This design comes from an exercise in tuning for small area on the open sky130 flow, not from production work. In this exercise RTL edits were held to simulation tests only and were not proved equivalent to the original. Power figures rest on the tool's default switching activity, not on a simulated workload.

== job 101 ==
// pjon_rx
module pjon_rx (
    input  wire        clk,
    input  wire        rst_n,           
    input  wire        cmd_valid,
    input  wire [31:0] cmd,
    input  wire [2:0]  ev_clr,
    input  wire        cfg_shared,
    input  wire        cfg_simplex,
    input  wire        cfg_router,
    input  wire [7:0]  device_id,
    input  wire [31:0] bus_id,
    input  wire [2:0]  irq_en,
    output reg  [2:0]  result_code,
    output reg         ev_deliver,
    output reg         ev_resp_valid,
    output reg         ev_overrun,
    output wire        rx_active,
    output wire        irq,
    output wire [31:0] result,
    output wire [7:0]  resp,
    output reg  [7:0]  meta_rx_id,
    output reg  [7:0]  meta_tx_id,
    output reg  [31:0] meta_rx_bus,
    output reg  [31:0] meta_tx_bus,
    output reg  [15:0] meta_header,
    output wire [15:0] rx_length,
    output wire [15:0] rx_count,
    output wire [15:0] rx_payoff,
    output wire [15:0] rx_paylen,
    output reg  [7:0]  crc8_acc,
    output wire [31:0] crc32_acc
);
Size in the first run: roughly 1,600 cells after synthesis, ~0.015 mm^2 of cells after synthesis.
Settings: LEC_CHECK=0, CAP_MARGIN=20, CORE_MARGIN=2, CORE_UTILIZATION=40, SLEW_MARGIN=20; clock period 12.0 ns.
standard.sh (not shown) runs the stock make flow with config.mk's settings and CLKGATE_MAP_FILE= SYNTH_SCRIPT=/design/flow/synth_recipe.tcl, a recipe that flattens the netlist after the stock synthesis.
==> flow/flow/run.sh <==
#!/bin/bash
# Own layout flow: the standard ORFS flow (standard.sh) with three changes
#  - synthesis maps logic with an area-oriented ABC script (flow/abc_map.script)
#    instead of ORFS's delay-oriented one, and leaves adders to ABC instead of
#    mapping them to half/full adder cells first; the rest of synthesis, and
#    so the registers, are unchanged;
#  - ports are buffered with buf_1 instead of the default buffer pick;
#  - the clock tree uses small clock buffers in sink clusters of up to 10,
#    without dummy loads.
# Each tool's output goes to a log file in this folder.
set -euo pipefail
W=$(pwd)
rm -rf "$W/scripts_mod"
cp -r "$FLOW_HOME/scripts" "$W/scripts_mod"
cp "$W/flow/abc_map.script" "$W/scripts_mod/abc_speed.script"
CTS="-sink_clustering_enable -repair_clock_nets -dont_use_dummy_load -sink_clustering_size 10 -sink_clustering_max_diameter 40 -buf_list {sky130_fd_sc_hd__clkbuf_2 sky130_fd_sc_hd__clkbuf_4}"
bash standard.sh \
  SCRIPTS_DIR="$W/scripts_mod" \
  ADDER_MAP_FILE= \
  BUFFER_PORTS_ARGS="-buffer_cell sky130_fd_sc_hd__buf_1" \
  CTS_ARGS="$CTS" \
  finish > "$W/standard_flow.log" 2>&1
==> flow/flow/abc_map.script <==
strash
dc2
dch -f
map -a
mfs2
strash
dc2
dch -f
map -a
topo
The following lists how job 102 was set up differently from job 101:
diff --git a/flow/design.v b/flow/design.v
--- a/flow/design.v
+++ b/flow/design.v
@@ -180,27 +180,29 @@
             default: cbyte = rx_crc[31:24];
         endcase
     end
     wire m  = (b == (cbyte ^ {8{h_c32}}));
     wire ok = m && rx_okf;
     wire bad_id  = first && !cfg_router && b != device_id && b != 8'hFF;
     wire bad_hdr = i1 && !cfg_router && (b[0] != cfg_shared);
-    wire [31:0] bus_nx;
-    assign bus_nx[31:24] = (is_byte && we_bus[0]) ? b : rx_busbuf[31:24];
-    assign bus_nx[23:16] = (is_byte && we_bus[1]) ? b : rx_busbuf[23:16];
-    assign bus_nx[15:8]  = (is_byte && we_bus[2]) ? b : rx_busbuf[15:8];
-    assign bus_nx[7:0]   = (is_byte && we_bus[3]) ? b : rx_busbuf[7:0];
-    wire [3:0] bus_eq = {bus_nx[31:24] == bus_id[31:24], bus_nx[23:16] == bus_id[23:16],
-                         bus_nx[15:8] == bus_id[15:8], bus_nx[7:0] == bus_id[7:0]};
-    wire bad_bus = !cfg_router && ((we_bus[0] && !bus_eq[3]) || (we_bus[1] && !bus_eq[2]) ||
-                                   (we_bus[2] && !bus_eq[1]) || (we_bus[3] && !bus_eq[0]));
+    wire [1:0] bus_k = j[1:0] - 2'd3;
+    reg  [7:0] bus_exp;
+    always @(*) begin
+        case (bus_k)
+            2'd0: bus_exp = bus_id[31:24];
+            2'd1: bus_exp = bus_id[23:16];
+            2'd2: bus_exp = bus_id[15:8];
+            default: bus_exp = bus_id[7:0];
+        endcase
+    end
+    wire bad_bus = !cfg_router && (we_bus != 4'd0) && (b != bus_exp);
     wire abort = bad_id || bad_hdr || bad_len || bad_bus;
     wire done  = !abort && complete;
     wire warranted = h_ackr && (rx_byte0 != 8'hFF) && !cfg_simplex && !cfg_router &&
-                     (!h_mode || bus_eq == 4'hF);
+                     (!h_mode || rx_busbuf == bus_id);
     wire rx_done = is_byte && done;
     wire raise_r = rx_done && warranted;
     wire raise_d = rx_done && ok;
     always @(posedge clk) begin
         if (!rst_n) begin
             result_code   <= R_NONE;
             ev_deliver    <= 1'b0;
@@ -291,15 +293,18 @@
             end
             if (i1)
                 rx_hdr[7:0] <= b;
             if (i2 && h_eh)
                 rx_hdr[15:8] <= b;
             if (we_lenhi || we_txid)
                 rx_txid <= b;
-            rx_busbuf <= bus_nx;
+            if (we_bus[0]) rx_busbuf[31:24] <= b;
+            if (we_bus[1]) rx_busbuf[23:16] <= b;
+            if (we_bus[2]) rx_busbuf[15:8]  <= b;
+            if (we_bus[3]) rx_busbuf[7:0]   <= b;
             if (we_txb[0]) rx_txbus[31:24] <= b;
             if (we_txb[1]) rx_txbus[23:16] <= b;
             if (we_txb[2]) rx_txbus[15:8]  <= b;
             if (we_txb[3]) rx_txbus[7:0]   <= b;
             if (!chk32) begin
                 rx_crc[31:8] <= s32[31:8];
                 rx_crc[7:0]  <= use8 ? s8 : s32[7:0];
==> comparison <==
- Job 102: done, clean on timing, DRC and antenna
- On area overhead of the layout relative to synthesis: between job 101 and job 102, it ends up higher for job 101.
- Against job 101, post-synthesis instance area in job 102 fell slightly.
- Re internal power contribution: job 102 is 0.71% up on job 101.
- Looking at start point of the critical path, the rx_hdr[6]$_DFFE_PP_ result is from job 102; the cmd_valid one comes from job 101.
- In terms of met3 usage, job 102 and job 101 differ only marginally.
- On flop-to-flop setup slack: between job 101 and job 102, it ends up lower for job 101.
- From job 101 to job 102 the numbers moved as follows: worst stage delay on the critical path has decreased, measured slew at the worst slew-check pin has decreased.
- Re power: job 102 is 0.024 mW up on job 101.

==> separate check: timing with driven ports <==
How much do the figures lean on ideal ports? The routed layouts below were timed once more, with nothing changed but the port constraints.
Step 1, drivers: a clkbuf_16 drives clk and a buf_2 each remaining input, both assumed.
Step 2, shift: input delay + t, output delay - t, t = (earliest + latest rising clock arrival at the registers) / 2. This alone moves slack from input paths to output paths.
Slacks: ideal / step 1 / step 2; pairs: ideal / step 1.
run | t, ns | slack for setup (ns) | worst hold slack (ns) | slew at the worst register clock pin (ns)
job 101 | 0.744 | 3.283 / 3.311 / 2.568 | 0.464 / 0.464 / 0.464 | 0.12 / 0.12
job 102 | 0.803 | 5.469 / 5.469 / 4.893 | 0.464 / 0.464 / 0.464 | 0.11 / 0.11
After both steps every run listed still meets setup and hold. For job 101, which loses most, drivers alone change the setup slack by +0.028 ns; drivers and shift together by -0.715 ns.
